Background: an optimization exercise with open tools, aiming at small area, a short achievable clock period and few clock cycles. Do not read the settings as production practice.
Function was checked by simulation only, so behaviour that the tests miss may differ from the original.
No activity file was given, so power comes from the tool's default toggle rates.

<file path="flow/run.sh">
#!/bin/bash
# synth_recipe.tcl (not shown) runs the flow's synth.tcl, then flattens the netlist and writes it again
# the make line also repeats each setting of config.mk as NAME=value (left out here)
make -C /OpenROAD-flow-scripts/flow DESIGN_CONFIG=/design/flow/config.mk WORK_HOME=/design/flow/orfs CLKGATE_MAP_FILE= SYNTH_SCRIPT=/design/flow/synth_recipe.tcl finish
</file>
<file path="flow/config.mk">
export PLATFORM = sky130hd
export DESIGN_NAME = codec
export DESIGN_NICKNAME = codec
export VERILOG_FILES = /design/flow/design.v
export SDC_FILE = /design/flow/constraint.sdc
export NUM_CORES = 4
export LEC_CHECK = 0
export CAP_MARGIN = 20
export CORE_MARGIN = 2
export CORE_UTILIZATION = 40
export SLEW_MARGIN = 20
</file>
<file path="flow/constraint.sdc">
create_clock -name core_clock -period 24.0 [get_ports {clk}]
set_input_delay 4.8000 -clock core_clock [delete_from_list [all_inputs] [get_ports {clk}]]
set_output_delay 4.8000 -clock core_clock [all_outputs]
set_load 0.01 [all_outputs]
</file>
<file path="flow/design.v">
module b91_tab (
    input  wire [6:0] idx,
    output reg  [7:0] chr
);
    always @(*) begin
        case (idx)
            7'd0: chr = 8'h41;
            7'd1: chr = 8'h42;
            7'd2: chr = 8'h43;
            7'd3: chr = 8'h44;
            7'd4: chr = 8'h45;
            7'd5: chr = 8'h46;
            7'd6: chr = 8'h47;
            7'd7: chr = 8'h48;
            7'd8: chr = 8'h49;
            7'd9: chr = 8'h4A;
            7'd10: chr = 8'h4B;
            7'd11: chr = 8'h4C;
            7'd12: chr = 8'h4D;
            7'd13: chr = 8'h4E;
            7'd14: chr = 8'h4F;
            7'd15: chr = 8'h50;
            7'd16: chr = 8'h51;
            7'd17: chr = 8'h52;
            7'd18: chr = 8'h53;
            7'd19: chr = 8'h54;
            7'd20: chr = 8'h55;
            7'd21: chr = 8'h56;
            7'd22: chr = 8'h57;
            7'd23: chr = 8'h58;
            7'd24: chr = 8'h59;
            7'd25: chr = 8'h5A;
            7'd26: chr = 8'h61;
            7'd27: chr = 8'h62;
            7'd28: chr = 8'h63;
            7'd29: chr = 8'h64;
            7'd30: chr = 8'h65;
            7'd31: chr = 8'h66;
            7'd32: chr = 8'h67;
            7'd33: chr = 8'h68;
            7'd34: chr = 8'h69;
            7'd35: chr = 8'h6A;
            7'd36: chr = 8'h6B;
            7'd37: chr = 8'h6C;
            7'd38: chr = 8'h6D;
            7'd39: chr = 8'h6E;
            7'd40: chr = 8'h6F;
            7'd41: chr = 8'h70;
            7'd42: chr = 8'h71;
            7'd43: chr = 8'h72;
            7'd44: chr = 8'h73;
            7'd45: chr = 8'h74;
            7'd46: chr = 8'h75;
            7'd47: chr = 8'h76;
            7'd48: chr = 8'h77;
            7'd49: chr = 8'h78;
            7'd50: chr = 8'h79;
            7'd51: chr = 8'h7A;
            7'd52: chr = 8'h30;
            7'd53: chr = 8'h31;
            7'd54: chr = 8'h32;
            7'd55: chr = 8'h33;
            7'd56: chr = 8'h34;
            7'd57: chr = 8'h35;
            7'd58: chr = 8'h36;
            7'd59: chr = 8'h37;
            7'd60: chr = 8'h38;
            7'd61: chr = 8'h39;
            7'd62: chr = 8'h21;
            7'd63: chr = 8'h23;
            7'd64: chr = 8'h24;
            7'd65: chr = 8'h25;
            7'd66: chr = 8'h26;
            7'd67: chr = 8'h28;
            7'd68: chr = 8'h29;
            7'd69: chr = 8'h2A;
            7'd70: chr = 8'h2B;
            7'd71: chr = 8'h2C;
            7'd72: chr = 8'h2E;
            7'd73: chr = 8'h2F;
            7'd74: chr = 8'h3A;
            7'd75: chr = 8'h3B;
            7'd76: chr = 8'h3C;
            7'd77: chr = 8'h3D;
            7'd78: chr = 8'h3E;
            7'd79: chr = 8'h3F;
            7'd80: chr = 8'h40;
            7'd81: chr = 8'h5B;
            7'd82: chr = 8'h5D;
            7'd83: chr = 8'h5E;
            7'd84: chr = 8'h5F;
            7'd85: chr = 8'h60;
            7'd86: chr = 8'h7B;
            7'd87: chr = 8'h7C;
            7'd88: chr = 8'h7D;
            7'd89: chr = 8'h7E;
            7'd90: chr = 8'h22;
            default: chr = 8'h00;
        endcase
    end
endmodule
module b91_idx (
    input  wire [7:0] chr,
    output reg  [6:0] idx,
    output reg        valid
);
    always @(*) begin
        valid = 1'b1;
        case (chr)
            8'h41: idx = 7'd0;
            8'h42: idx = 7'd1;
            8'h43: idx = 7'd2;
            8'h44: idx = 7'd3;
            8'h45: idx = 7'd4;
            8'h46: idx = 7'd5;
            8'h47: idx = 7'd6;
            8'h48: idx = 7'd7;
            8'h49: idx = 7'd8;
            8'h4A: idx = 7'd9;
            8'h4B: idx = 7'd10;
            8'h4C: idx = 7'd11;
            8'h4D: idx = 7'd12;
            8'h4E: idx = 7'd13;
            8'h4F: idx = 7'd14;
            8'h50: idx = 7'd15;
            8'h51: idx = 7'd16;
            8'h52: idx = 7'd17;
            8'h53: idx = 7'd18;
            8'h54: idx = 7'd19;
            8'h55: idx = 7'd20;
            8'h56: idx = 7'd21;
            8'h57: idx = 7'd22;
            8'h58: idx = 7'd23;
            8'h59: idx = 7'd24;
            8'h5A: idx = 7'd25;
            8'h61: idx = 7'd26;
            8'h62: idx = 7'd27;
            8'h63: idx = 7'd28;
            8'h64: idx = 7'd29;
            8'h65: idx = 7'd30;
            8'h66: idx = 7'd31;
            8'h67: idx = 7'd32;
            8'h68: idx = 7'd33;
            8'h69: idx = 7'd34;
            8'h6A: idx = 7'd35;
            8'h6B: idx = 7'd36;
            8'h6C: idx = 7'd37;
            8'h6D: idx = 7'd38;
            8'h6E: idx = 7'd39;
            8'h6F: idx = 7'd40;
            8'h70: idx = 7'd41;
            8'h71: idx = 7'd42;
            8'h72: idx = 7'd43;
            8'h73: idx = 7'd44;
            8'h74: idx = 7'd45;
            8'h75: idx = 7'd46;
            8'h76: idx = 7'd47;
            8'h77: idx = 7'd48;
            8'h78: idx = 7'd49;
            8'h79: idx = 7'd50;
            8'h7A: idx = 7'd51;
            8'h30: idx = 7'd52;
            8'h31: idx = 7'd53;
            8'h32: idx = 7'd54;
            8'h33: idx = 7'd55;
            8'h34: idx = 7'd56;
            8'h35: idx = 7'd57;
            8'h36: idx = 7'd58;
            8'h37: idx = 7'd59;
            8'h38: idx = 7'd60;
            8'h39: idx = 7'd61;
            8'h21: idx = 7'd62;
            8'h23: idx = 7'd63;
            8'h24: idx = 7'd64;
            8'h25: idx = 7'd65;
            8'h26: idx = 7'd66;
            8'h28: idx = 7'd67;
            8'h29: idx = 7'd68;
            8'h2A: idx = 7'd69;
            8'h2B: idx = 7'd70;
            8'h2C: idx = 7'd71;
            8'h2E: idx = 7'd72;
            8'h2F: idx = 7'd73;
            8'h3A: idx = 7'd74;
            8'h3B: idx = 7'd75;
            8'h3C: idx = 7'd76;
            8'h3D: idx = 7'd77;
            8'h3E: idx = 7'd78;
            8'h3F: idx = 7'd79;
            8'h40: idx = 7'd80;
            8'h5B: idx = 7'd81;
            8'h5D: idx = 7'd82;
            8'h5E: idx = 7'd83;
            8'h5F: idx = 7'd84;
            8'h60: idx = 7'd85;
            8'h7B: idx = 7'd86;
            8'h7C: idx = 7'd87;
            8'h7D: idx = 7'd88;
            8'h7E: idx = 7'd89;
            8'h22: idx = 7'd90;
            default: begin idx = 7'd0; valid = 1'b0; end
        endcase
    end
endmodule
module codec (
    input  wire        clk,
    input  wire        rst,
    input  wire        cmd_valid,
    output wire        cmd_ready,
    input  wire [15:0] cmd,
    output wire        out_valid,
    output wire [7:0]  out_data,
    output wire [31:0] status,
    output wire [31:0] cfg
);
    localparam PH_IDLE   = 2'd0;
    localparam PH_ACTIVE = 2'd1;
    localparam PH_DONE   = 2'd2;
    localparam PH_FAULT  = 2'd3;
    localparam M_B02 = 3'd0;
    localparam M_B08 = 3'd1;
    localparam M_B10 = 3'd2;
    localparam M_B16 = 3'd3;
    localparam M_B32 = 3'd4;
    localparam M_B85 = 3'd6;
    localparam M_B91 = 3'd7;
    localparam G_NONE  = 5'd0;
    localparam G_RAD   = 5'd1;    
    localparam G_B32   = 5'd2;    
    localparam G_B32F  = 5'd3;    
    localparam G_BYT   = 5'd4;    
    localparam G_EDIV  = 5'd5;    
    localparam G_EOUT  = 5'd6;    
    localparam G_NPREP = 5'd7;    
    localparam G_NDIV  = 5'd8;    
    localparam G_NO1   = 5'd9;    
    localparam G_NO2   = 5'd10;   
    localparam G_DM5   = 5'd11;   
    localparam G_DM17  = 5'd12;   
    localparam G_DADD  = 5'd13;   
    localparam G_DADD1 = 5'd14;   
    localparam G_VSUB  = 5'd15;   
    localparam G_VO1   = 5'd16;   
    localparam G_VO2   = 5'd17;   
    reg [31:0] acc;
    reg [4:0]  cnt;
    reg [2:0]  gcnt;
    reg        pendv;
    reg        padseen;
    reg        dir;
    reg [2:0]  mode;
    reg [11:0] llen;
    reg [7:0]  sep0;
    reg [7:0]  sep1;
    reg        sl2;
    reg [1:0]  phase;
    reg        cmderr;
    reg [1:0]  cecode;
    reg        fsticky;
    reg [2:0]  fcode;
    reg [7:0]  fchar;
    reg [11:0] lpos;         
    reg        ov;           
    reg [7:0]  od;           
    reg [1:0]  nsep;         
    reg        rdy;          
    reg [4:0]  gk;
    reg        gtext;        
    reg [6:0]  q;
    reg [2:0]  j;
    reg [2:0]  k;
    reg [6:0]  opb;
    reg        fl;
    assign cmd_ready = rdy;
    assign out_valid = ov;
    assign out_data  = od;
    assign status = {4'd0, dir, mode, fchar, 5'd0, fcode, 2'd0, fsticky,
                     cecode, cmderr, phase};
    assign cfg    = {sep1, sep0, 2'd0, sl2, ~sl2, llen};
    function [7:0] b32c;
        input [4:0] i;
        b32c = (i < 5'd26) ? (8'h41 + {3'd0, i}) : (8'h18 + {3'd0, i});
    endfunction
    function [7:0] hexc;
        input [3:0] d;
        hexc = (d < 4'd10) ? (8'h30 + {4'd0, d}) : (8'h37 + {4'd0, d});
    endfunction
    function [3:0] rdig;
        input [2:0] m;
        input [7:0] b;
        input [2:0] i;
        begin
            case (m)
                M_B02: rdig = {3'd0, b[3'd7 - i]};
                M_B08: rdig = (i == 3'd0) ? {2'd0, b[7:6]} :
                              (i == 3'd1) ? {1'd0, b[5:3]} : {1'd0, b[2:0]};
                M_B10: rdig = (i == 3'd0) ? b / 8'd100 :
                              (i == 3'd1) ? (b / 8'd10) % 8'd10 : b % 8'd10;
                default: rdig = (i == 3'd0) ? b[7:4] : b[3:0];
            endcase
        end
    endfunction
    function [7:0] ext;
        input [22:0] w;
        input [2:0]  o;
        ext = w >> o;
    endfunction
    wire [7:0] ch = cmd[7:0];
    wire skip_common = (ch == 8'h00) || (ch == 8'h09) || (ch == 8'h0A) ||
                       (ch == 8'h0D) || (ch == 8'h20);
    wire skip_extra  = (mode <= M_B32) && ((ch == 8'h2C) || (ch == 8'h2D));
    wire skip_ch     = skip_common || skip_extra;
    reg [4:0] dval;
    always @(*) begin
        if (ch >= 8'h30 && ch <= 8'h39)      dval = ch[4:0] - 5'd16;
        else if (ch >= 8'h41 && ch <= 8'h46) dval = ch[4:0] + 5'd9;
        else if (ch >= 8'h61 && ch <= 8'h66) dval = ch[4:0] + 5'd9;
        else                                 dval = 5'd31;
    end
    reg [4:0] idx32;
    reg       ok32;
    always @(*) begin
        ok32  = 1'b1;
        idx32 = 5'd0;
        if (ch >= 8'h41 && ch <= 8'h5A)      idx32 = ch[4:0] - 5'd1;
        else if (ch >= 8'h32 && ch <= 8'h37) idx32 = ch[4:0] + 5'd8;
        else                                 ok32  = 1'b0;
    end
    wire [6:0] idx91;
    wire       ok91;
    b91_idx u_b91_idx (.chr(ch), .idx(idx91), .valid(ok91));
    reg  [31:0] p85;
    always @(*) begin
        case (k[1:0])
            2'd0:    p85 = 32'd52200625;
            2'd1:    p85 = 32'd614125;
            2'd2:    p85 = 32'd7225;
            default: p85 = 32'd85;
        endcase
    end
    reg  [31:0] bop;
    reg         cin;
    always @(*) begin
        bop = 32'd0;
        cin = 1'b0;
        case (gk)
            G_EDIV: begin bop = ~(p85 << j); cin = 1'b1; end
            G_NDIV: begin bop = ~({18'd0, 14'd91 << j} << 18); cin = 1'b1; end
            G_DM5:  bop = acc << 2;
            G_DM17: bop = acc << 4;
            G_DADD: bop = {25'd0, opb};
            G_DADD1: bop = 32'd1;
            G_VSUB: begin
                cin = 1'b1;
                case (k[1:0])
                    2'd0:    bop = ~({18'd0, opb, 7'd0} << 5);
                    2'd1:    bop = ~({18'd0, opb, 7'd0} << 2);
                    default: bop = ~{18'd0, opb, 7'd0};
                endcase
            end
            default: ;
        endcase
    end
    wire [32:0] sum = {1'b0, acc} + {1'b0, bop} + {32'd0, cin};
    wire [6:0] tab_i = (gk == G_NO1) ? acc[24:18] : q;
    wire [7:0] tab_c;
    b91_tab u_b91_tab (.idx(tab_i), .chr(tab_c));
    wire        framed_ll = (llen != 12'd0);
    wire [11:0] lpos1     = lpos + 12'd1;
    wire        le_pre    = framed_ll && (lpos1 == llen);
    wire [13:0] v91   = acc[20:7];
    wire        v14   = !(v91[12:0] > 13'd88);
    wire [4:0]  cntp  = cnt + (v14 ? 5'd6 : 5'd5);    
    reg [31:0] n_acc;
    reg [4:0]  n_cnt;
    reg [2:0]  n_gcnt;
    reg        n_pendv;
    reg        n_padseen;
    reg        n_dir;
    reg [2:0]  n_mode;
    reg [11:0] n_llen;
    reg [7:0]  n_sep0;
    reg [7:0]  n_sep1;
    reg        n_sl2;
    reg [1:0]  n_phase;
    reg        n_cmderr;
    reg [1:0]  n_cecode;
    reg        n_fsticky;
    reg [2:0]  n_fcode;
    reg [7:0]  n_fchar;
    reg [11:0] n_lpos;
    reg        n_ov;
    reg [7:0]  n_od;
    reg [1:0]  n_nsep;
    reg        n_rdy;
    reg [4:0]  n_gk;
    reg        n_gtext;
    reg [6:0]  n_q;
    reg [2:0]  n_j;
    reg [2:0]  n_k;
    reg [6:0]  n_opb;
    reg        n_fl;
    reg        emit;
    reg [7:0]  echar;
    reg        elast;
    reg        etext;
    reg        le;
    reg [1:0]  err;
    reg        flt;
    reg [2:0]  fc;
    reg [7:0]  fch;
    reg [3:0]  rr;
    reg [2:0]  rw;
    reg [9:0]  rv;
    reg [11:0] w12;
    reg [4:0]  bi;
    reg [31:0] w32;
    reg [4:0]  c5;
    reg [2:0]  ndig;
    wire [9:0] acc10 = {acc[6:0], 3'd0} + {2'd0, acc[6:0], 1'b0};
    always @(*) begin
        n_acc     = acc;
        n_cnt     = cnt;
        n_gcnt    = gcnt;
        n_pendv   = pendv;
        n_padseen = padseen;
        n_dir     = dir;
        n_mode    = mode;
        n_llen    = llen;
        n_sep0    = sep0;
        n_sep1    = sep1;
        n_sl2     = sl2;
        n_phase   = phase;
        n_cmderr  = cmderr;
        n_cecode  = cecode;
        n_fsticky = fsticky;
        n_fcode   = fcode;
        n_fchar   = fchar;
        n_lpos    = lpos;
        n_ov      = 1'b0;
        n_od      = od;
        n_nsep    = 2'd0;
        n_rdy     = 1'b0;
        n_gk      = gk;
        n_gtext   = gtext;
        n_q       = q;
        n_j       = j;
        n_k       = k;
        n_opb     = opb;
        n_fl      = fl;
        emit  = 1'b0;
        echar = 8'd0;
        elast = 1'b0;
        etext = gtext;
        le    = 1'b0;
        err   = 2'd0;
        flt   = 1'b0;
        fc    = 3'd0;
        fch   = 8'd0;
        rr    = 4'd0;
        rw    = 3'd0;
        rv    = 10'd0;
        w12   = 12'd0;
        bi    = 5'd0;
        w32   = 32'd0;
        c5    = 5'd0;
        ndig  = 3'd0;
        case (mode)
            M_B02:   ndig = 3'd7;
            M_B16:   ndig = 3'd1;
            default: ndig = 3'd2;
        endcase
        case (gk)
            G_RAD: if (nsep == 2'd0) begin
                emit  = 1'b1;
                echar = hexc(rdig(mode, acc[7:0], j));
                elast = (j == ndig);
                n_j   = j + 3'd1;
                if (elast) n_gk = G_NONE;
            end
            G_B32: if (nsep == 2'd0) begin
                emit   = 1'b1;
                echar  = b32c(ext({11'd0, acc[11:0]}, cnt[2:0] - 3'd5));
                elast  = 1'b1;
                n_cnt  = cnt - 5'd5;
                n_gcnt = gcnt + 3'd1;
                n_gk   = G_NONE;
            end
            G_B32F: if (nsep == 2'd0) begin
                if (cnt != 5'd0) begin
                    emit   = 1'b1;
                    echar  = b32c(acc[4:0] << (3'd5 - cnt[2:0]));
                    n_cnt  = 5'd0;
                    n_gcnt = gcnt + 3'd1;
                end else if (gcnt != 3'd0) begin
                    emit   = 1'b1;
                    echar  = 8'h3D;
                    n_gcnt = gcnt + 3'd1;
                end
                elast = (n_gcnt == 3'd0);
                if (n_gcnt == 3'd0) n_gk = G_NONE;
            end
            G_BYT: begin
                emit  = 1'b1;
                echar = acc[31:24];
                elast = (k == 3'd1);
                n_acc = acc << 8;
                n_k   = k - 3'd1;
                if (elast) n_gk = G_NONE;
            end
            G_EDIV: begin
                if (sum[32]) n_acc = sum[31:0];
                n_q[j] = sum[32];
                n_j = j - 3'd1;
                if (j == 3'd0) n_gk = G_EOUT;
            end
            G_EOUT: if (nsep == 2'd0) begin
                emit  = 1'b1;
                echar = 8'd33 + {1'b0, (k == 3'd4) ? acc[6:0] : q};
                elast = (k + 3'd1 == cnt[2:0]);
                n_k   = k + 3'd1;
                n_q   = 7'd0;
                n_j   = 3'd6;
                n_gk  = elast ? G_NONE : (k == 3'd3) ? G_EOUT : G_EDIV;
            end
            G_NPREP: begin
                if (fl) begin
                    n_acc = {acc[13:0], 18'd0};
                    n_k   = {2'd0, (cnt >= 5'd8) || (acc >= 32'd91)};
                    n_cnt = 5'd0;
                end else if (acc[12:0] > 13'd88) begin
                    n_acc = {1'b0, acc[12:0], 10'd0, acc[20:13]};
                    n_cnt = cnt - 5'd13;
                end else begin
                    n_acc = {acc[13:0], 10'd0, 1'b0, acc[20:14]};
                    n_cnt = cnt - 5'd14;
                end
                n_j  = 3'd6;
                n_q  = 7'd0;
                n_gk = G_NDIV;
            end
            G_NDIV: begin
                if (sum[32]) n_acc = sum[31:0];
                n_q[j] = sum[32];
                n_j = j - 3'd1;
                if (j == 3'd0) n_gk = G_NO1;
            end
            G_NO1: if (nsep == 2'd0) begin
                emit  = 1'b1;
                echar = tab_c;
                elast = fl && !k[0];
                if (elast) begin
                    n_acc = {14'd0, acc[17:0]};
                    n_gk  = G_NONE;
                end else begin
                    n_gk  = G_NO2;
                end
            end
            G_NO2: if (nsep == 2'd0) begin
                emit  = 1'b1;
                echar = tab_c;
                elast = 1'b1;
                n_acc = {14'd0, acc[17:0]};
                n_gk  = G_NONE;
            end
            G_DM5: begin
                n_acc = sum[31:0];
                n_gk  = G_DM17;
            end
            G_DM17: begin
                if (!fl) begin
                    n_acc = sum[31:0];
                    n_gk  = G_DADD;
                end else if (k != 3'd1) begin
                    n_acc = sum[31:0];
                    n_k   = k - 3'd1;
                    n_gk  = G_DM5;
                end else begin
                    emit  = 1'b1;
                    echar = sum[31:24];
                    elast = (q == 7'd1);
                    n_acc = {sum[23:0], 8'd0};
                    n_k   = q[2:0] - 3'd1;
                    n_gk  = elast ? G_NONE : G_BYT;
                end
            end
            G_DADD: begin
                if (gcnt == 3'd5) begin
                    emit   = 1'b1;
                    echar  = sum[31:24];
                    n_acc  = {sum[23:0], 8'd0};
                    n_k    = 3'd3;
                    n_gcnt = 3'd0;
                    n_gk   = G_BYT;
                end else begin
                    n_acc  = sum[31:0];
                    n_gk   = G_NONE;
                end
            end
            G_DADD1: begin
                n_acc = sum[31:0];
                n_gk  = G_DM5;
            end
            G_VSUB: begin
                n_acc = sum[31:0];
                n_k   = k + 3'd1;
                if (k == 3'd2) n_gk = G_VO1;
            end
            G_VO1: begin
                emit  = 1'b1;
                echar = ext(acc[22:0], j);
                n_cnt = cntp;
                if (cntp > 5'd7) begin
                    n_acc = acc >> 8;
                    n_fl  = v14;
                    n_gk  = G_VO2;
                end else begin
                    elast = 1'b1;
                    n_acc = {25'd0, v14 ? acc[20:14] : acc[19:13]};
                    n_gk  = G_NONE;
                end
            end
            G_VO2: begin
                emit  = 1'b1;
                echar = ext(acc[22:0], j);
                elast = 1'b1;
                n_cnt = cnt - 5'd8;
                n_acc = {25'd0, fl ? acc[12:6] : acc[11:5]};
                n_gk  = G_NONE;
            end
            default: ;
        endcase
        if (nsep == 2'd1) begin
            n_ov   = 1'b1;
            n_od   = sep0;
            n_nsep = sl2 ? 2'd2 : 2'd0;
            n_rdy  = !sl2 && (n_gk == G_NONE);
        end else if (nsep == 2'd2) begin
            n_ov   = 1'b1;
            n_od   = sep1;
            n_rdy  = (n_gk == G_NONE);
        end else if (emit) begin
            n_ov = 1'b1;
            n_od = echar;
            if (etext && framed_ll) begin
                le     = le_pre;
                n_lpos = le_pre ? 12'd0 : lpos1;
            end
            n_nsep = le ? 2'd1 : 2'd0;
            n_rdy  = elast && !le;
        end else begin
            n_rdy  = (n_gk == G_NONE);
        end
        if (rdy && cmd_valid) begin
            n_ov    = 1'b0;
            n_nsep  = 2'd0;
            n_rdy   = 1'b1;
            n_gk    = G_NONE;
            n_lpos  = lpos;
            emit    = 1'b0;
            etext   = 1'b0;
            elast   = 1'b1;
            echar   = 8'd0;
            if (cmd[15:4] == 12'h100) begin
                if (phase == PH_ACTIVE)      err = 2'd2;
                else if (cmd[2:0] == 3'd5)   err = 2'd3;
                else begin
                    n_dir     = cmd[3];
                    n_mode    = cmd[2:0];
                    n_phase   = PH_ACTIVE;
                    n_acc     = 32'd0;
                    n_cnt     = 5'd0;
                    n_gcnt    = 3'd0;
                    n_lpos    = 12'd0;
                    n_pendv   = 1'b0;
                    n_padseen = 1'b0;
                    n_fcode   = 3'd0;
                    n_fchar   = 8'd0;
                end
            end else if (cmd[15:8] == 8'h20) begin
                if (phase != PH_ACTIVE) begin
                    err = 2'd2;
                end else if (!dir) begin
                    etext   = 1'b1;
                    n_gtext = 1'b1;
                    case (mode)
                        M_B32: begin
                            w12   = {acc[3:0], ch};
                            bi    = ext({11'd0, w12}, cnt[2:0] + 3'd3);
                            emit  = 1'b1;
                            echar = b32c(bi);
                            n_acc = {acc[23:0], ch};
                            n_cnt = cnt + 5'd3;
                            n_gcnt = gcnt + 3'd1;
                            if (cnt >= 5'd2) begin
                                elast = 1'b0;
                                n_gk  = G_B32;
                            end
                        end
                        M_B85: begin
                            w32   = {acc[23:0], ch};
                            n_acc = w32;
                            if (gcnt != 3'd3) begin
                                n_gcnt = gcnt + 3'd1;
                            end else begin
                                n_gcnt = 3'd0;
                                if (w32 == 32'd0) begin
                                    emit  = 1'b1;
                                    echar = 8'h7A;
                                end else begin
                                    elast = 1'b0;
                                    n_k   = 3'd0;
                                    n_j   = 3'd6;
                                    n_q   = 7'd0;
                                    n_cnt = 5'd5;
                                    n_gk  = G_EDIV;
                                end
                            end
                        end
                        M_B91: begin
                            n_acc = acc | ({24'd0, ch} << cnt);
                            n_cnt = cnt + 5'd8;
                            if (cnt >= 5'd6) begin
                                elast = 1'b0;
                                n_fl  = 1'b0;
                                n_gk  = G_NPREP;
                            end
                        end
                        default: begin    
                            emit  = 1'b1;
                            echar = hexc(rdig(mode, ch, 3'd0));
                            elast = 1'b0;
                            n_acc = {24'd0, ch};
                            n_j   = 3'd1;
                            n_gk  = G_RAD;
                        end
                    endcase
                end else begin
                    n_gtext = 1'b0;
                    if (mode == M_B32 && padseen) begin
                    end else if (skip_ch) begin
                    end else begin
                        case (mode)
                            M_B32: begin
                                if (ch == 8'h3D) begin
                                    n_padseen = 1'b1;
                                end else if (!ok32) begin
                                    flt = 1'b1; fc = 3'd1; fch = ch;
                                end else begin
                                    n_acc = {acc[26:0], idx32};
                                    if (cnt >= 5'd3) begin
                                        emit  = 1'b1;
                                        echar = ext({11'd0, acc[6:0], idx32}, cnt[2:0] - 3'd3);
                                        n_cnt = cnt - 5'd3;
                                    end else begin
                                        n_cnt = cnt + 5'd5;
                                    end
                                end
                            end
                            M_B85: begin
                                if (ch == 8'h7A) begin
                                    if (gcnt == 3'd0) begin
                                        emit  = 1'b1;
                                        echar = 8'd0;
                                        elast = 1'b0;
                                        n_acc = 32'd0;
                                        n_k   = 3'd3;
                                        n_gk  = G_BYT;
                                    end else begin
                                        flt = 1'b1; fc = 3'd2; fch = ch;
                                    end
                                end else if (ch < 8'd33 || ch > 8'd117) begin
                                    flt = 1'b1; fc = 3'd1; fch = ch;
                                end else if (gcnt == 3'd0) begin
                                    n_acc  = {25'd0, ch[6:0] - 7'd33};
                                    n_gcnt = 3'd1;
                                end else begin
                                    elast  = 1'b0;
                                    n_opb  = ch[6:0] - 7'd33;
                                    n_gcnt = gcnt + 3'd1;
                                    n_fl   = 1'b0;
                                    n_gk   = G_DM5;
                                end
                            end
                            M_B91: begin
                                if (!ok91) begin
                                    flt = 1'b1; fc = 3'd1; fch = ch;
                                end else if (!pendv) begin
                                    n_acc   = {18'd0, idx91, acc[6:0]};
                                    n_pendv = 1'b1;
                                end else begin
                                    n_acc   = {11'd0, idx91, acc[13:0]};
                                    n_opb   = idx91;
                                    n_pendv = 1'b0;
                                    n_k     = 3'd0;
                                    n_j     = 3'd7 - cnt[2:0];
                                    elast   = 1'b0;
                                    n_gk    = G_VSUB;
                                end
                            end
                            default: begin    
                                case (mode)
                                    M_B02:   begin rr = 4'd1;  rw = 3'd7; rv = {acc[8:0], dval[0]}; end
                                    M_B08:   begin rr = 4'd7;  rw = 3'd2; rv = {acc[6:0], dval[2:0]}; end
                                    M_B10:   begin rr = 4'd9;  rw = 3'd2; rv = acc10 + {6'd0, dval[3:0]}; end
                                    default: begin rr = 4'd15; rw = 3'd1; rv = {acc[5:0], dval[3:0]}; end
                                endcase
                                if (dval > {1'b0, rr}) begin
                                    flt = 1'b1; fc = 3'd1; fch = ch;
                                end else if (gcnt == rw) begin
                                    if (rv > 10'd255) begin
                                        flt = 1'b1; fc = 3'd5; fch = ch;
                                    end else begin
                                        emit   = 1'b1;
                                        echar  = rv[7:0];
                                        n_acc  = 32'd0;
                                        n_gcnt = 3'd0;
                                    end
                                end else begin
                                    n_acc  = {22'd0, rv};
                                    n_gcnt = gcnt + 3'd1;
                                end
                            end
                        endcase
                    end
                end
            end else if (cmd == 16'h3000) begin
                if (phase != PH_ACTIVE) begin
                    err = 2'd2;
                end else begin
                    n_phase = PH_DONE;
                    if (!dir) begin
                        etext   = 1'b1;
                        n_gtext = 1'b1;
                        case (mode)
                            M_B32: begin
                                if (cnt != 5'd0) begin
                                    emit   = 1'b1;
                                    echar  = b32c(acc[4:0] << (3'd5 - cnt[2:0]));
                                    n_cnt  = 5'd0;
                                    n_gcnt = gcnt + 3'd1;
                                end else if (gcnt != 3'd0) begin
                                    emit   = 1'b1;
                                    echar  = 8'h3D;
                                    n_gcnt = gcnt + 3'd1;
                                end
                                if (n_gcnt != 3'd0) begin
                                    elast = 1'b0;
                                    n_gk  = G_B32F;
                                end
                            end
                            M_B85: begin
                                if (gcnt != 3'd0) begin
                                    case (gcnt)
                                        3'd1:    n_acc = {acc[7:0], 24'd0};
                                        3'd2:    n_acc = {acc[15:0], 16'd0};
                                        default: n_acc = {acc[23:0], 8'd0};
                                    endcase
                                    elast  = 1'b0;
                                    n_k    = 3'd0;
                                    n_j    = 3'd6;
                                    n_q    = 7'd0;
                                    n_cnt  = {2'd0, gcnt} + 5'd1;
                                    n_gcnt = 3'd0;
                                    n_gk   = G_EDIV;
                                end
                            end
                            M_B91: begin
                                if (cnt != 5'd0) begin
                                    elast = 1'b0;
                                    n_fl  = 1'b1;
                                    n_gk  = G_NPREP;
                                end
                            end
                            default: ;
                        endcase
                    end else begin
                        n_gtext = 1'b0;
                        case (mode)
                            M_B32: begin
                                if (cnt != 5'd0 &&
                                    (acc[6:0] & ~(7'h7F << cnt[2:0])) != 7'd0) begin
                                    flt = 1'b1; fc = 3'd4; fch = 8'd0;
                                end
                            end
                            M_B85: begin
                                if (gcnt == 3'd1) begin
                                    flt = 1'b1; fc = 3'd3; fch = 8'd0;
                                end else if (gcnt != 3'd0) begin
                                    elast  = 1'b0;
                                    n_fl   = 1'b1;
                                    n_k    = 3'd5 - gcnt;
                                    n_q    = {4'd0, gcnt - 3'd1};
                                    n_gcnt = 3'd0;
                                    n_gk   = G_DADD1;
                                end
                            end
                            M_B91: begin
                                if (pendv) begin
                                    emit  = 1'b1;
                                    echar = ext(acc[22:0], 3'd7 - cnt[2:0]);
                                end
                                n_pendv = 1'b0;
                            end
                            default: ;
                        endcase
                    end
                end
            end else if (cmd[15:12] == 4'h4) begin
                if (phase == PH_ACTIVE) err = 2'd2;
                else                    n_llen = cmd[11:0];
            end else if (cmd[15:9] == 7'b0101_000) begin
                if (phase == PH_ACTIVE) begin
                    err = 2'd2;
                end else if (cmd[8]) begin
                    n_sep1 = ch;
                    n_sl2  = 1'b1;
                end else begin
                    n_sep0 = ch;
                    n_sl2  = 1'b0;
                end
            end else begin
                err = 2'd1;
            end
            if (err != 2'd0) begin
                if (!cmderr) begin
                    n_cmderr = 1'b1;
                    n_cecode = err;
                end
            end else if (flt) begin
                n_acc     = acc;
                n_cnt     = cnt;
                n_gcnt    = gcnt;
                n_pendv   = pendv;
                n_padseen = padseen;
                n_phase   = PH_FAULT;
                n_fcode   = fc;
                n_fchar   = fch;
                n_fsticky = 1'b1;
            end else begin
                if (emit) begin
                    n_ov = 1'b1;
                    n_od = echar;
                    if (etext && framed_ll) begin
                        le     = le_pre;
                        n_lpos = le_pre ? 12'd0 : lpos1;
                    end
                    n_nsep = le ? 2'd1 : 2'd0;
                end
                n_rdy = elast && !le;
            end
        end
    end
    always @(posedge clk) begin
        if (rst) begin
            acc     <= 32'd0;
            cnt     <= 5'd0;
            gcnt    <= 3'd0;
            pendv   <= 1'b0;
            padseen <= 1'b0;
            dir     <= 1'b0;
            mode    <= 3'd0;
            llen    <= 12'd0;
            sep0    <= 8'h0A;
            sep1    <= 8'h00;
            sl2     <= 1'b0;
            phase   <= PH_IDLE;
            cmderr  <= 1'b0;
            cecode  <= 2'd0;
            fsticky <= 1'b0;
            fcode   <= 3'd0;
            fchar   <= 8'd0;
            lpos    <= 12'd0;
            ov      <= 1'b0;
            od      <= 8'd0;
            nsep    <= 2'd0;
            rdy     <= 1'b1;
            gk      <= G_NONE;
            gtext   <= 1'b0;
            q       <= 7'd0;
            j       <= 3'd0;
            k       <= 3'd0;
            opb     <= 7'd0;
            fl      <= 1'b0;
        end else begin
            acc     <= n_acc;
            cnt     <= n_cnt;
            gcnt    <= n_gcnt;
            pendv   <= n_pendv;
            padseen <= n_padseen;
            dir     <= n_dir;
            mode    <= n_mode;
            llen    <= n_llen;
            sep0    <= n_sep0;
            sep1    <= n_sep1;
            sl2     <= n_sl2;
            phase   <= n_phase;
            cmderr  <= n_cmderr;
            cecode  <= n_cecode;
            fsticky <= n_fsticky;
            fcode   <= n_fcode;
            fchar   <= n_fchar;
            lpos    <= n_lpos;
            ov      <= n_ov;
            od      <= n_od;
            nsep    <= n_nsep;
            rdy     <= n_rdy;
            gk      <= n_gk;
            gtext   <= n_gtext;
            q       <= n_q;
            j       <= n_j;
            k       <= n_k;
            opb     <= n_opb;
            fl      <= n_fl;
        end
    end
endmodule
</file>
==> impl_metrics.yaml, run 1 <==
timing:
  setup_tns_ps: 0
  finalHoldViolCount: 0
  period_share_pct: 51.6
  period_minus_slack_ps: 12370
  fmax_mhz: 80.8
  final.setup_skew_ps: 27.1
  finalSetupViolCount: 0
  worst_pin_slew_ps: 1270
  slew_headroom_pct: 14.2
  hold_ws_ps: 482
  setup_slack_ps: 11630
  drv_slew: 0
  rsz0062_at_grt: "false"
floorplan:
  initial_core_util_pct: 40.2
  io_pins: 93
  rows: 95
  fp.dieW_um: 263
  die_y_um: 263
  coreArea_um2: 66800
  die_area_um2: 69300
route:
  drcViolationCount: 0
  routed_wl_um: 169000
  highest_layer: "met5"
  drt-met1-wl_um: 63500
  drt_first_pass_iters: 8
  dr_total_vias: 36300
  wl_per_cell_um: 34.3
  avgViaCountPerCell: 7.36
  first_iter_violations: 5913
  wl_met2_um: 66900
  postRouteAntennaNets: 0
  wl_met3_um: 23100
global_route:
  grt_max_degree: 72
  antenna_found_initial: 8
  grtUsageTotal_pct: 47.2
  grt_pass1_wl_um: 241000
  overflow: 0
  grt_pass1_vias: 32800
clocking:
  clock_latency_ps: 530
  cts-root-buf: "clkbuf_16"
  clk_pin_slew_ps: 80
  htreeDepth: 4
  numCtsBuffers: 17
  clock_path_buffers: 2
  cts_tree: "done"
  cts_setup_buffers: 0
  cts_resized: 0
  postCtsHoldBufs: 0
  clock_sinks: 143
hold_path:
  holdCritPathClass: "register to register"
  min_from: "fcode[2]"
  worstHoldPathCells: 2
  hold_end: "fcode[2]"
synthesis:
  yosys.cell_types.count: 113
  synth_xor_area_share_pct: 2.67
  synthSimpleGateAreaFrac_pct: 25.2
  async_flop_share_pct: 0
  synth_top_family_by_area: "compound AO/OA/AOI/OAI gates"
  synth_ff_type: "dfxtp_1"
  synth_top_area_cell: "dfxtp_1"
  synth.area.top_cells: "dfxtp_1 11%, a21oi_1 8.4%, nand2_1 6.8%"
  synthMuxAreaShare_pct: 5.59
  avgSynthCellArea_um2: 6.45
  synthTopCellsByCount: "487 x nand2_1, 458 x nor2_1, 449 x a21oi_1"
  ys_seq_elements: 143
  synth-edff-count: 0
  syn_inst: 4164
  yosys_warnings: 3
  synth_compound_area_share_pct: 41.6
  synthAdderAreaFrac_pct: 6.56
  syn-cell-area_um2: 26900
  synth_top_area_share_pct: 10.7
  yosysMostFrequentCell: "nand2_1"
  ys_seq_area_share_pct: 10.7
worst_setup_path:
  slowest_stage: "a41oi_1"
  path_cells: "clkdlybuf4s50_1 > buf_4 > clkinv_1 > ha_1 > and4b_1 > o221ai_2 > nor2_1 > a21oi_1 > inv_1 > fa_1 > fa_1 > nor2b_1 > o21ai_1 > a2111oi_0 > nor3_2 > a41oi_1 > nor2_1 > a211oi_2 > o22ai_1 > a211oi_2 > o21ai_0 > o31ai_1"
  crit_fanout: 40
  r2r_end: "acc[8]"
  startpoint_type: "input pin"
  critPathArrivalTime_ps: 12810
  critPathRequiredTime_ps: 24440
  rr_worst_depth: 23
  slowest_delay_ps: 940
  timing_worst_setup_path_type: "input pin to register"
  critPathCaptureType: "register"
  rrSetupSlack_ps: 16740
  r2r_start: "j[0]"
job:
  cap_violations: 0
final_layout:
  final_nets: 4199
  area_growth_pct: 8.38
  drive_gt1_share_pct: 8.68
  final_cell_area_um2: 29100
  fin_util_pct: 43.6
power:
  irDropWorstVdd_mv: 0.0544
  p_per_area_nw_per_um2: 21.5
  power.leakage_nw: 10.3
place:
  place_area_um2: 28400
  portBuffers: 79
  gp_congestion: 1.12
  dp_slack_ps: 11730
  hpwl_um: 122000
outcome:
  status: "timing/DRC/antenna clean"
flip-flops by register name (all words and copies together) (netlist names), 8 cells and up:
signal and cells:
sep0 8, od 8, llen 12, lpos 12, acc 32, fchar 8
sep1 8
per-layer routing:
metal  vias up  global-route usage [%]
met5         -                       0
met4         6                    35.6
met3       835                    16.5
met2      2996                    65.9
met1     17100                    59.2
li1      15400                       -
report_power, final:
group | total [mW] | switching [mW] | internal (mW) | leakage [nW]
Clock | 0.304 | 0.162 | 0.141 | 0.289
Combinational | 0.0829 | 0.0604 | 0.0225 | 8.87
Sequential | 0.239 | 0.000993 | 0.238 | 1.16
Total | 0.625 | 0.224 | 0.402 | 10.3
critical path, delay by kind of cell:
kind	cells	cell delay (ps)
adders and majority gates	3	1440
and+or+nand+nor	5	1000
AOI/OAI and AO/OA	10	3930
buffers and inverters	4	1600
cell usage in the layout, fill, tap and decap left out, drive strengths merged, types with 18 or more instances in the layout:
cell type	Yosys	routed
nand4	28	28
and3	24	24
a31oi	64	64
or3	21	21
clkdlybuf4s50	0	76
o22ai	81	81
nand3	119	119
a21o	43	43
mux4	18	18
o21a	35	35
xor2	32	32
or2	21	21
o211ai	73	73
nand2b	42	42
nor2	463	463
o2111ai	28	28
nor2b	48	48
ha	132	132
dfxtp	143	143
nor3	104	104
xnor2	50	50
nor4	28	28
a221o	30	30
a21oi	450	450
and2	27	27
a221oi	52	52
a211oi	72	72
o311ai	24	24
inv	99	109
mux2	21	21
o31ai	39	39
a22oi	67	67
a311oi	19	19
mux2i	86	86
nand2	489	489
o221ai	30	30
o21ai	383	383
buf	126	164
how the worst max path moves through the flow:
| stage | startpoint | to |
|---|---|---|
| floorplan | cmd[4] | acc[31] |
| global placement | cmd[4] | acc[26] |
| detailed placement | cmd[4] | acc[31] |
| CTS | cmd[4] | acc[26] |
| global route | cmd[4] | lpos[6] |
| finish | cmd[4] | lpos[4] |
stage by stage:
step | total power, mW | std cells
after floorplan | 0.291 | 4176
after global routing | 0.632 | 4929
after CTS | 0.619 | 4924
final | 0.625 | 4936
after global placement | 0.322 | 4892
after detailed placement | 0.322 | 4892
logic make-up after synthesis:
| logic type | Yosys count |
|---|---|
| muxes | 125 |
| AOI/OAI and AO/OA | 1700 |
| other | 1 |
| adders and majority gates | 138 |
| DFF | 143 |
| and+or+nand+nor | 1475 |
| buffers and inverters | 500 |
| xor gates and xnor gates | 82 |
layout make-up:
class / instances / area [um2]
Clock inverter: 15 / 176
Fill cell: 7299 / 37700
Timing Repair Buffer: 240 / 2010
Tap cell: 873 / 1090
Antenna cell: 7 / 17.5
Inverter: 108 / 405
Multi-Input combinational cell: 3533 / 22100
Clock buffer: 17 / 425
Sequential cell: 143 / 2880
Testbench counts, summed over its fixed seeds: cycles 17,051.
==> run 2, diff against run 1 <==
--- a/flow/design.v
+++ b/flow/design.v
@@ -259,7 +259,7 @@
     reg        fsticky;
     reg [2:0]  fcode;
     reg [7:0]  fchar;
-    reg [11:0] lpos;         
+    reg [11:0] lrem;         
     reg        ov;           
     reg [7:0]  od;           
     reg [1:0]  nsep;         
@@ -312,10 +312,21 @@
     wire skip_ch     = skip_common || skip_extra;
     reg [4:0] dval;
     always @(*) begin
-        if (ch >= 8'h30 && ch <= 8'h39)      dval = ch[4:0] - 5'd16;
-        else if (ch >= 8'h41 && ch <= 8'h46) dval = ch[4:0] + 5'd9;
-        else if (ch >= 8'h61 && ch <= 8'h66) dval = ch[4:0] + 5'd9;
-        else                                 dval = 5'd31;
+        if (ch[7:4] == 4'h3 && ch[3:0] <= 4'h9) begin
+            dval = {1'b0, ch[3:0]};
+        end else if ((ch[7:4] == 4'h4 || ch[7:4] == 4'h6) &&
+                     ch[3:0] >= 4'h1 && ch[3:0] <= 4'h6) begin
+            case (ch[2:0])
+                3'd1:    dval = 5'd10;
+                3'd2:    dval = 5'd11;
+                3'd3:    dval = 5'd12;
+                3'd4:    dval = 5'd13;
+                3'd5:    dval = 5'd14;
+                default: dval = 5'd15;
+            endcase
+        end else begin
+            dval = 5'd31;
+        end
     end
     reg [4:0] idx32;
     reg       ok32;
@@ -366,8 +377,8 @@
     wire [7:0] tab_c;
     b91_tab u_b91_tab (.idx(tab_i), .chr(tab_c));
     wire        framed_ll = (llen != 12'd0);
-    wire [11:0] lpos1     = lpos + 12'd1;
-    wire        le_pre    = framed_ll && (lpos1 == llen);
+    wire        le_pre    = framed_ll && (lrem == 12'd1);
+    wire [11:0] lrem1     = le_pre ? llen : lrem - 12'd1;
     wire [13:0] v91   = acc[20:7];
     wire        v14   = !(v91[12:0] > 13'd88);
     wire [4:0]  cntp  = cnt + (v14 ? 5'd6 : 5'd5);    
@@ -388,7 +399,7 @@
     reg        n_fsticky;
     reg [2:0]  n_fcode;
     reg [7:0]  n_fchar;
-    reg [11:0] n_lpos;
+    reg [11:0] n_lrem;
     reg        n_ov;
     reg [7:0]  n_od;
     reg [1:0]  n_nsep;
@@ -418,6 +429,13 @@
     reg [4:0]  c5;
     reg [2:0]  ndig;
     wire [9:0] acc10 = {acc[6:0], 3'd0} + {2'd0, acc[6:0], 1'b0};
+    wire [5:0] acc10h1 = acc10[9:4] + 6'd1;
+    wire [4:0] rv10l = {1'b0, acc10[3:0]} + {1'b0, ch[3:0]};
+    wire [9:0] rv10  = {rv10l[4] ? acc10h1 : acc10[9:4], rv10l[3:0]};
+    wire       b10hi = (acc[6:0] > 7'd25);
+    wire       b10eq = (acc[6:0] == 7'd25);
+    wire       big5  = (mode == M_B08) ? acc[5] :
+                       (mode == M_B10) ? (b10hi || (b10eq && ch[3:0] > 4'd5)) : 1'b0;
     always @(*) begin
         n_acc     = acc;
         n_cnt     = cnt;
@@ -436,7 +454,7 @@
         n_fsticky = fsticky;
         n_fcode   = fcode;
         n_fchar   = fchar;
-        n_lpos    = lpos;
+        n_lrem    = lrem;
         n_ov      = 1'b0;
         n_od      = od;
         n_nsep    = 2'd0;
@@ -644,7 +662,7 @@
             n_od = echar;
             if (etext && framed_ll) begin
                 le     = le_pre;
-                n_lpos = le_pre ? 12'd0 : lpos1;
+                n_lrem = lrem1;
             end
             n_nsep = le ? 2'd1 : 2'd0;
             n_rdy  = elast && !le;
@@ -656,7 +674,7 @@
             n_nsep  = 2'd0;
             n_rdy   = 1'b1;
             n_gk    = G_NONE;
-            n_lpos  = lpos;
+            n_lrem  = lrem;
             emit    = 1'b0;
             etext   = 1'b0;
             elast   = 1'b1;
@@ -671,7 +689,7 @@
                     n_acc     = 32'd0;
                     n_cnt     = 5'd0;
                     n_gcnt    = 3'd0;
-                    n_lpos    = 12'd0;
+                    n_lrem    = llen;
                     n_pendv   = 1'b0;
                     n_padseen = 1'b0;
                     n_fcode   = 3'd0;
@@ -718,7 +736,7 @@
                             end
                         end
                         M_B91: begin
-                            n_acc = acc | ({24'd0, ch} << cnt);
+                            n_acc = acc | {10'd0, {14'd0, ch} << cnt[3:0]};
                             n_cnt = cnt + 5'd8;
                             if (cnt >= 5'd6) begin
                                 elast = 1'b0;
@@ -730,7 +748,7 @@
                             emit  = 1'b1;
                             echar = hexc(rdig(mode, ch, 3'd0));
                             elast = 1'b0;
-                            n_acc = {24'd0, ch};
+                            n_acc = {acc[23:0], ch};
                             n_j   = 3'd1;
                             n_gk  = G_RAD;
                         end
@@ -800,15 +818,15 @@
                             end
                             default: begin    
                                 case (mode)
-                                    M_B02:   begin rr = 4'd1;  rw = 3'd7; rv = {acc[8:0], dval[0]}; end
-                                    M_B08:   begin rr = 4'd7;  rw = 3'd2; rv = {acc[6:0], dval[2:0]}; end
-                                    M_B10:   begin rr = 4'd9;  rw = 3'd2; rv = acc10 + {6'd0, dval[3:0]}; end
+                                    M_B02:   begin rr = 4'd1;  rw = 3'd7; rv = {acc[8:0], ch[0]}; end
+                                    M_B08:   begin rr = 4'd7;  rw = 3'd2; rv = {acc[6:0], ch[2:0]}; end
+                                    M_B10:   begin rr = 4'd9;  rw = 3'd2; rv = rv10; end
                                     default: begin rr = 4'd15; rw = 3'd1; rv = {acc[5:0], dval[3:0]}; end
                                 endcase
                                 if (dval > {1'b0, rr}) begin
                                     flt = 1'b1; fc = 3'd1; fch = ch;
                                 end else if (gcnt == rw) begin
-                                    if (rv > 10'd255) begin
+                                    if (big5) begin
                                         flt = 1'b1; fc = 3'd5; fch = ch;
                                     end else begin
                                         emit   = 1'b1;
@@ -928,11 +946,6 @@
                     n_cecode = err;
                 end
             end else if (flt) begin
-                n_acc     = acc;
-                n_cnt     = cnt;
-                n_gcnt    = gcnt;
-                n_pendv   = pendv;
-                n_padseen = padseen;
                 n_phase   = PH_FAULT;
                 n_fcode   = fc;
                 n_fchar   = fch;
@@ -943,7 +956,7 @@
                     n_od = echar;
                     if (etext && framed_ll) begin
                         le     = le_pre;
-                        n_lpos = le_pre ? 12'd0 : lpos1;
+                        n_lrem = lrem1;
                     end
                     n_nsep = le ? 2'd1 : 2'd0;
                 end
@@ -970,7 +983,7 @@
             fsticky <= 1'b0;
             fcode   <= 3'd0;
             fchar   <= 8'd0;
-            lpos    <= 12'd0;
+            lrem    <= 12'd0;
             ov      <= 1'b0;
             od      <= 8'd0;
             nsep    <= 2'd0;
@@ -1000,7 +1013,7 @@
             fsticky <= n_fsticky;
             fcode   <= n_fcode;
             fchar   <= n_fchar;
-            lpos    <= n_lpos;
+            lrem    <= n_lrem;
             ov      <= n_ov;
             od      <= n_od;
             nsep    <= n_nsep;
--- a/flow/config.mk
+++ b/flow/config.mk
@@ -5,6 +5,7 @@
 export SDC_FILE = /design/flow/constraint.sdc
 export NUM_CORES = 4
 export LEC_CHECK = 0
+export ABC_AREA = 1
 export CAP_MARGIN = 20
 export CORE_MARGIN = 2
 export CORE_UTILIZATION = 40
==> run 2 against run 1 <==
Net effect:
- core utilization is 0.23 points higher
- highest routed layer is now met4
- clock power is 3% lower
- critical path type unchanged
- register-to-register slack worse by 40 ps
- non-clock buffer count is 48 lower
- via count is 5.9% lower
- synthesized cell count is 3.8% higher
- setup slack better by 2300 ps
- critical endpoint is now acc[28]
==> impl_metrics.yaml, run 2 <==
outcome:
  status: "timing/DRC/antenna clean"
clocking:
  cts_resized: 0
  cts_tree: "done"
  postCtsHoldBufs: 0
  cts_setup_buffers: 0
  clock_sinks: 143
  numCtsBuffers: 17
  clock_latency_ps: 530
  clk_pin_slew_ps: 70
  htreeDepth: 4
  clock_path_buffers: 2
  cts-root-buf: "clkbuf_16"
timing:
  fmax_mhz: 99.0
  drv_slew: 0
  slew_headroom_pct: 18.2
  final.setup_skew_ps: 34.8
  setup_slack_ps: 13900
  finalHoldViolCount: 0
  period_minus_slack_ps: 10100
  setup_tns_ps: 0
  worst_pin_slew_ps: 1220
  finalSetupViolCount: 0
  period_share_pct: 42.1
  rsz0062_at_grt: "false"
floorplan:
  rows: 91
  fp.dieW_um: 253
  die_y_um: 253
  io_pins: 93
  die_area_um2: 63800
  initial_core_util_pct: 40.3
  coreArea_um2: 61400
route:
  postRouteAntennaNets: 0
  wl_per_cell_um: 29.3
  drt_first_pass_iters: 9
  avgViaCountPerCell: 6.74
  first_iter_violations: 5361
  dr_total_vias: 34200
  drcViolationCount: 0
  routed_wl_um: 149000
worst_setup_path:
  timing_worst_setup_path_type: "input pin to register"
  crit_start: "cmd[0]"
  critPathArrivalTime_ps: 10440
  rr_worst_depth: 37
  startpoint_type: "input pin"
  crit_fanout: 27
  rrSetupSlack_ps: 16700
  r2r_start: "j[0]"
  r2r_end: "od[2]"
  critPathCaptureType: "register"
  critPathRequiredTime_ps: 24340
final_layout:
  multiInputGateArea_um2: 18800
  nFillCells: 6828
  largest_reg_flops: 32
  reg.largest.list: "acc: 32 flops, llen: 12 flops, lrem: 12 flops"
  top_register: "acc"
  fin_util_pct: 43.8
  drive_gt1_share_pct: 6.15
  final_cell_mix: "773 x nand2_1, 555 x o21ai_0, 472 x inv_1, 403 x nor2_1, 382 x a21oi_1"
  area_growth_pct: 8.81
  mostFrequentLayoutCell: "nand2_1"
  seqCellArea_um2: 2860
  final_nets: 4419
place:
  dp_slack_ps: 13570
  portBuffers: 79
  hpwl_um: 109000
  gp_congestion: 1.07
synthesis:
  syn-cell-area_um2: 24700
  avgSynthCellArea_um2: 5.72
  synth-edff-count: 0
  syn_inst: 4321
  async_flop_share_pct: 0
  synthTopCellsByCount: "773 x nand2_1, 555 x o21ai_0, 473 x inv_1"
  synth_top_area_share_pct: 11.7
  synth.area.top_cells: "nand2_1 12%, dfxtp_1 12%, o21ai_0 11%"
  yosys_warnings: 3
  ys_seq_area_share_pct: 11.6
  ys_seq_elements: 143
  yosys.cell_types.count: 73
  synth_ff_type: "dfxtp_1"
  synth_top_area_cell: "nand2_1"
  yosysMostFrequentCell: "nand2_1"
power:
  p_switching_mw: 0.227
  clockPowerShare_pct: 46.3
  p_per_area_nw_per_um2: 23.7
  seq_power_share_pct: 38.4
  p_int_mw: 0.410
  switching_share_pct: 35.7
  power.leakage_nw: 10.9
  p_comb_share_pct: 15.3
  irDropWorstVdd_mv: 0.0580
  total_power_mw: 0.638
job:
  cap_violations: 0
global_route:
  use_met3_pct: 15.0
  busiest_layer: "met2"
  grt_max_degree: 67
  grtUsageTotal_pct: 45.2
  grt_pass1_vias: 31400
  grt_pass1_wl_um: 213000
  grtUsageMet1_pct: 54.7
  antenna_found_initial: 8
  overflow: 0
  use_met2_pct: 63.9
hold_path:
  worstHoldPathCells: 2
  min_from: "sep1[4]"
  hold_end: "sep1[4]"
  holdCritPathClass: "register to register"
-- run 2: how the worst max path moves through the flow --
stage	endpoint	depth (start not counted)
after floorplan	lrem[2]	23
after global placement	acc[10]	21
after detailed placement	acc[10]	21
after CTS	acc[10]	21
after global routing	lrem[1]	27
final	acc[28]	20
-- run 2: kinds of logic after synthesis --
| family | share of synthesized area (%) |
|---|---|
| AOI/OAI and AO/OA | 38.5 |
| xor gates and xnor gates | 2.47 |
| adders and majority gates | 7.04 |
| buffers and inverters | 12.7 |
| DFF | 11.6 |
| muxes | 0.0405 |
| other | 0.0152 |
| and+or+nand+nor | 27.7 |
-- run 2: final cells by class --
type | instances | share of cell area (%)
Antenna cell | 6 | 0.0558
Clock buffer | 17 | 1.58
Clock inverter | 15 | 0.735
Inverter | 525 | 7.34
Multi-Input combinational cell | 3385 | 69.9
Sequential cell | 143 | 10.7
Tap cell | 790 | 3.68
Timing Repair Buffer | 192 | 6.08
-- run 2: per-layer routing --
metal | up-vias | wire length (um)
met5 | - | 0
met1 | 15600 | 54900
met3 | 804 | 19600
met2 | 2778 | 58800
met4 | 0 | 15100
li1 | 15100 | -
-- run 2: through the flow --
| stage | cells | area (um2) | hold WS (ps) |
|---|---|---|---|
| floorplan | 4333 | 24800 | 430 |
| global placement | 5035 | 26200 | 453 |
| detailed placement | 5035 | 26200 | 459 |
| CTS | 5067 | 26900 | 475 |
| global route | 5068 | 26900 | 499 |
| finish | 5073 | 26900 | 474 |
-- run 2: power groups by stage --
stage	sequential [mW]	combinational, mW	clock [mW]
6_report	0.245	0.0976	0.295
5_1_grt	0.245	0.103	0.304
4_1_cts	0.245	0.0934	0.295
3_5_place_dp	0.250	0.0929	0
3_3_place_gp	0.250	0.0934	0
2_1_floorplan	0.250	0.0561	0
-- run 2: worst max-delay path: stages --
cell             delay [ps]
clkdlybuf4s50_1         390
buf_4                   220
inv_1                   460
ha_1                    420
inv_2                   130
nor2_4                  160
inv_1                   110
nor2_1                  640
nand2_1                 330
inv_1                   270
nand2_1                 390
inv_1                   640
nor2_1                  140
nor2_2                  110
buf_4                   320
inv_1                   270
o21ai_0                 260
a22oi_1                 110
o21ai_0                 150
a221oi_1                100
Testbench counts of run 2, summed over its fixed seeds: cycles 17,051.
==> run 3, diff against run 2 <==
--- a/flow/design.v
+++ b/flow/design.v
@@ -242,6 +242,7 @@
     localparam G_VSUB  = 5'd15;   
     localparam G_VO1   = 5'd16;   
     localparam G_VO2   = 5'd17;   
+    localparam G_ESH   = 5'd18;   
     reg [31:0] acc;
     reg [4:0]  cnt;
     reg [2:0]  gcnt;
@@ -269,7 +270,6 @@
     reg [6:0]  q;
     reg [2:0]  j;
     reg [2:0]  k;
-    reg [6:0]  opb;
     reg        fl;
     assign cmd_ready = rdy;
     assign out_valid = ov;
@@ -359,14 +359,14 @@
             G_NDIV: begin bop = ~({18'd0, 14'd91 << j} << 18); cin = 1'b1; end
             G_DM5:  bop = acc << 2;
             G_DM17: bop = acc << 4;
-            G_DADD: bop = {25'd0, opb};
+            G_DADD: bop = {25'd0, q};
             G_DADD1: bop = 32'd1;
             G_VSUB: begin
                 cin = 1'b1;
                 case (k[1:0])
-                    2'd0:    bop = ~({18'd0, opb, 7'd0} << 5);
-                    2'd1:    bop = ~({18'd0, opb, 7'd0} << 2);
-                    default: bop = ~{18'd0, opb, 7'd0};
+                    2'd0:    bop = ~({18'd0, q, 7'd0} << 5);
+                    2'd1:    bop = ~({18'd0, q, 7'd0} << 2);
+                    default: bop = ~{18'd0, q, 7'd0};
                 endcase
             end
             default: ;
@@ -409,7 +409,6 @@
     reg [6:0]  n_q;
     reg [2:0]  n_j;
     reg [2:0]  n_k;
-    reg [6:0]  n_opb;
     reg        n_fl;
     reg        emit;
     reg [7:0]  echar;
@@ -464,7 +463,6 @@
         n_q       = q;
         n_j       = j;
         n_k       = k;
-        n_opb     = opb;
         n_fl      = fl;
         emit  = 1'b0;
         echar = 8'd0;
@@ -526,6 +524,14 @@
                 n_k   = k - 3'd1;
                 if (elast) n_gk = G_NONE;
             end
+            G_ESH: begin
+                n_acc = acc << 8;
+                n_j   = j - 3'd1;
+                if (j == 3'd1) begin
+                    n_j  = 3'd6;
+                    n_gk = G_EDIV;
+                end
+            end
             G_EDIV: begin
                 if (sum[32]) n_acc = sum[31:0];
                 n_q[j] = sum[32];
@@ -594,20 +600,15 @@
                     n_k   = k - 3'd1;
                     n_gk  = G_DM5;
                 end else begin
-                    emit  = 1'b1;
-                    echar = sum[31:24];
-                    elast = (q == 7'd1);
-                    n_acc = {sum[23:0], 8'd0};
-                    n_k   = q[2:0] - 3'd1;
-                    n_gk  = elast ? G_NONE : G_BYT;
+                    n_acc = sum[31:0];
+                    n_k   = q[2:0];
+                    n_gk  = G_BYT;
                 end
             end
             G_DADD: begin
                 if (gcnt == 3'd5) begin
-                    emit   = 1'b1;
-                    echar  = sum[31:24];
-                    n_acc  = {sum[23:0], 8'd0};
-                    n_k    = 3'd3;
+                    n_acc  = sum[31:0];
+                    n_k    = 3'd4;
                     n_gcnt = 3'd0;
                     n_gk   = G_BYT;
                 end else begin
@@ -794,7 +795,7 @@
                                     n_gcnt = 3'd1;
                                 end else begin
                                     elast  = 1'b0;
-                                    n_opb  = ch[6:0] - 7'd33;
+                                    n_q    = ch[6:0] - 7'd33;
                                     n_gcnt = gcnt + 3'd1;
                                     n_fl   = 1'b0;
                                     n_gk   = G_DM5;
@@ -808,7 +809,7 @@
                                     n_pendv = 1'b1;
                                 end else begin
                                     n_acc   = {11'd0, idx91, acc[13:0]};
-                                    n_opb   = idx91;
+                                    n_q     = idx91;
                                     n_pendv = 1'b0;
                                     n_k     = 3'd0;
                                     n_j     = 3'd7 - cnt[2:0];
@@ -869,18 +870,13 @@
                             end
                             M_B85: begin
                                 if (gcnt != 3'd0) begin
-                                    case (gcnt)
-                                        3'd1:    n_acc = {acc[7:0], 24'd0};
-                                        3'd2:    n_acc = {acc[15:0], 16'd0};
-                                        default: n_acc = {acc[23:0], 8'd0};
-                                    endcase
                                     elast  = 1'b0;
                                     n_k    = 3'd0;
-                                    n_j    = 3'd6;
+                                    n_j    = 3'd4 - gcnt;
                                     n_q    = 7'd0;
                                     n_cnt  = {2'd0, gcnt} + 5'd1;
                                     n_gcnt = 3'd0;
-                                    n_gk   = G_EDIV;
+                                    n_gk   = G_ESH;
                                 end
                             end
                             M_B91: begin
@@ -993,7 +989,6 @@
             q       <= 7'd0;
             j       <= 3'd0;
             k       <= 3'd0;
-            opb     <= 7'd0;
             fl      <= 1'b0;
         end else begin
             acc     <= n_acc;
@@ -1023,7 +1018,6 @@
             q       <= n_q;
             j       <= n_j;
             k       <= n_k;
-            opb     <= n_opb;
             fl      <= n_fl;
         end
     end
==> flow/flow/run.sh (new file) <==
#!/bin/bash
set -uo pipefail
bash standard.sh SETUP_SLACK_MARGIN=16 finish > flow_make.log 2>&1
status=$?
tail -n 20 flow_make.log
exit $status
==> flow/standard.sh (new file) <==
#!/bin/bash
# synth_recipe.tcl (not shown) runs the flow's synth.tcl, then flattens the netlist and writes it again
# the make line also repeats each setting of config.mk as NAME=value (left out here)
make -C /OpenROAD-flow-scripts/flow DESIGN_CONFIG=/design/flow/config.mk WORK_HOME=/design/flow/orfs CLKGATE_MAP_FILE= SYNTH_SCRIPT=/design/flow/synth_recipe.tcl "${@:-finish}"
removed: flow/run.sh
==> run 3 against run 2 <==
Net effect:
- largest cell class unchanged
- area after synthesis fell by 3.0%
- clock power barely moved
- routed wire length fell by 6.9%
- design area is 1.0% higher
- flip-flop and latch count shrank 7
- hold slack improved by 2.7 ps
- via count fell by 3.3%
- combinational power grew 9%
- register-to-register slack got worse by 420 ps
==> impl_metrics.yaml, run 3 <==
worst_setup_path:
  critPathCaptureType: "register"
  path_cells: "buf_16 > clkinvlp_4 > buf_4 > ha_4 > buf_4 > ha_1 > nand2_1 > nor2_1 > a21oi_1 > o21ai_0 > nand2_1 > nand2_2 > nor2_1 > clkinv_1 > nor3_1 > buf_4 > inv_1 > o21ai_0 > a31oi_1"
  slowest_stage: "nor2_1"
  startpoint_type: "input pin"
  critPathArrivalTime_ps: 8310
  timing_worst_setup_path_type: "input pin to register"
  crit_fanout: 15
  critPathRequiredTime_ps: 24390
  slowest_delay_ps: 460
  cp_common_cell: "buf_4"
floorplan:
  initial_core_util_pct: 40.5
  rows: 89
  die_y_um: 249
  io_pins: 93
  coreArea_um2: 59100
  die_area_um2: 61900
  fp.dieW_um: 249
synthesis:
  ys_seq_area_share_pct: 11.4
  yosysMostFrequentCell: "nand2_1"
  avgSynthCellArea_um2: 5.68
  async_flop_share_pct: 0
  synth_top_area_share_pct: 12.5
  syn_inst: 4221
  synth-edff-count: 0
  ys_seq_elements: 136
  synthTopCellsByCount: "800 x nand2_1, 513 x o21ai_0, 485 x inv_1"
  syn-cell-area_um2: 24000
  synth_ff_type: "dfxtp_1"
  synth.area.top_cells: "nand2_1 13%, dfxtp_1 11%, o21ai_0 11%"
  yosys.cell_types.count: 78
  yosys_warnings: 3
  synth_top_area_cell: "nand2_1"
clocking:
  htreeDepth: 4
  cts-root-buf: "clkbuf_16"
  numCtsBuffers: 17
  clk_pin_slew_ps: 70
  clock_latency_ps: 520
  clock_path_buffers: 2
  clock_sinks: 136
  cts_tree: "done"
global_route:
  grt_pass1_vias: 29600
  grt_pass1_wl_um: 199000
  overflow: 0
  grtUsageTotal_pct: 42.6
  antenna_found_initial: 3
  grt_max_degree: 64
final_layout:
  final_cell_mix: "790 x nand2_1, 501 x o21ai_0, 465 x inv_1, 378 x a21oi_1, 376 x nor2_1"
  drive_gt1_share_pct: 9.35
  area_growth_pct: 13.3
  reg.largest.list: "acc: 32 flops, llen: 12 flops, lrem: 12 flops"
  top_register: "acc"
  largest_reg_flops: 32
  stdcell_count: 5022
  final_nets: 4391
  mostFrequentLayoutCell: "nand2_1"
timing:
  finalSetupViolCount: 0
  period_share_pct: 33.0
  worst_pin_slew_ps: 1200
  final.setup_skew_ps: 21.5
  hold_ws_ps: 477
  rsz0062_at_grt: "false"
  finalHoldViolCount: 0
  setup_tns_ps: 0
  period_minus_slack_ps: 7930
  slew_headroom_pct: 19.1
  fmax_mhz: 126
  drv_slew: 0
hold_path:
  holdCritPathClass: "register to register"
route:
  highest_layer: "met5"
  wl_met3_um: 18300
  routed_wl_um: 138000
  avgViaCountPerCell: 6.59
  drt_first_pass_iters: 9
  wl_met2_um: 54800
  drcViolationCount: 0
  dr_total_vias: 33100
  first_iter_violations: 5081
  drt-met1-wl_um: 50900
  postRouteAntennaNets: 0
  wl_per_cell_um: 27.5
power:
  irDropWorstVdd_mv: 0.0586
  power.leakage_nw: 11.2
  p_per_area_nw_per_um2: 23.4
job:
  cap_violations: 0
outcome:
  status: "timing/DRC/antenna clean"
place:
  gp_congestion: 1.09
  dp.cells: 4922
  hpwl_um: 99700
  portBuffers: 79
## run 3: cell families after synthesis
group | Yosys count | share of synthesized area [%]
and+or+nand+nor | 1618 | 28.6
AOI/OAI and AO/OA | 1462 | 37.0
buffers and inverters | 799 | 13.1
adders and majority gates | 139 | 7.41
DFF | 136 | 11.4
xor gates and xnor gates | 63 | 2.30
muxes | 3 | 0.125
other | 1 | 0.0156
## run 3: area by class of cell
cell class,instances,area [um2]
repair buffers,244,2210
diodes,3,7.51
clock inverters,15,178
flip-flops and latches,136,2720
repair inverters,1,7.51
well taps,773,967
clock buffers,17,425
fillers,6537,32000
inverters,533,2050
multi-input cells,3300,18600
## run 3: metrics by stage
step / util [%] / total power, mW / setup WS (ps) / cell area [um2]
after detailed placement: 43.1 / 0.328 / 13490 / 25500
after floorplan: - / 0.294 / 16010 / 24100
after global routing: 45.9 / 0.650 / 15910 / 27100
after CTS: 45.3 / 0.625 / 16010 / 26800
final: 45.9 / 0.635 / 16070 / 27200
after global placement: 43.0 / 0.328 / 13650 / 25500
## run 3: worst max-delay path, delay by kind of cell
kind | cells | cell delay [ps]
buf+inv | 7 | 1360
compound gates | 4 | 500
fa+ha+maj | 2 | 340
simple gates | 6 | 1270
## run 3: routing by layer
layer | global-route usage [%] | vias to the layer above
li1 | - | 14700
met4 | 33.9 | 2
met3 | 12.5 | 764
met1 | 52.4 | 14900
met2 | 61.7 | 2658
met5 | 0 | -
## run 3: where the power goes
| part | internal, mW | switching [mW] |
|---|---|---|
| logic | 0.0352 | 0.0708 |
| clock network | 0.150 | 0.146 |
| registers | 0.230 | 0.00474 |
| total | 0.414 | 0.221 |
## run 3: timing repair
action,CTS,global route
pin swaps,21,19
hold buffers,0,0
gates resized for setup,111,65
cloned,4,3
endpoints found under the setup margin,135,101
buffers inserted,38,19
## run 3: path summary, 6_finish.rpt
| kind | start | end | slack [ps] | cells past startpoint |
|---|---|---|---|---|
| max | cmd[0] | acc[12] | 16070 | 19 |
| max reg2reg | gk[4] | acc[13] | 16280 | 32 |
| min | cmderr | cmderr | 480 | 2 |
| min reg2reg | cmderr | cmderr | 480 | 2 |
Testbench counts of run 3, summed over its fixed seeds: cycles 17,079.

[static timing again, ports no longer ideal]
Ports are ideal in the flow. The routed layouts listed here were re-timed in OpenROAD.
Step 1 sets driving cells, clkbuf_16 on the clock port and buf_2 on the other inputs (assumed; they add their load-dependent delay and slew).
Step 2 moves the port delays by t, midway between the first and last clock arrival at a register: inputs arrive t later, outputs are due t later. That takes back most of the time a late clock gives input paths.
Slacks: ideal ports / drivers / drivers and shift; pairs: ideal ports / drivers.
| run | t (ns) | slack for setup (ns) | hold WS [ns] | worst setup path at the end | latest minus earliest clock arrival (ns) |
|---|---|---|---|---|---|
| run 1 | 0.589 | 11.625 / 11.672 / 11.084 | 0.482 / 0.482 / 0.482 | input to register | 0.027 / 0.027 |
| run 2 | 0.576 | 13.902 / 13.946 / 13.370 | 0.474 / 0.474 / 0.474 | input to register | 0.035 / 0.034 |
| run 3 | 0.568 | 16.073 / 16.050 / 15.482 | 0.477 / 0.477 / 0.477 | input to register | 0.021 / 0.022 |
After both steps every run listed still meets setup and hold. For run 3, which loses most, drivers alone change the setup slack by -0.023 ns; drivers and shift together by -0.591 ns.
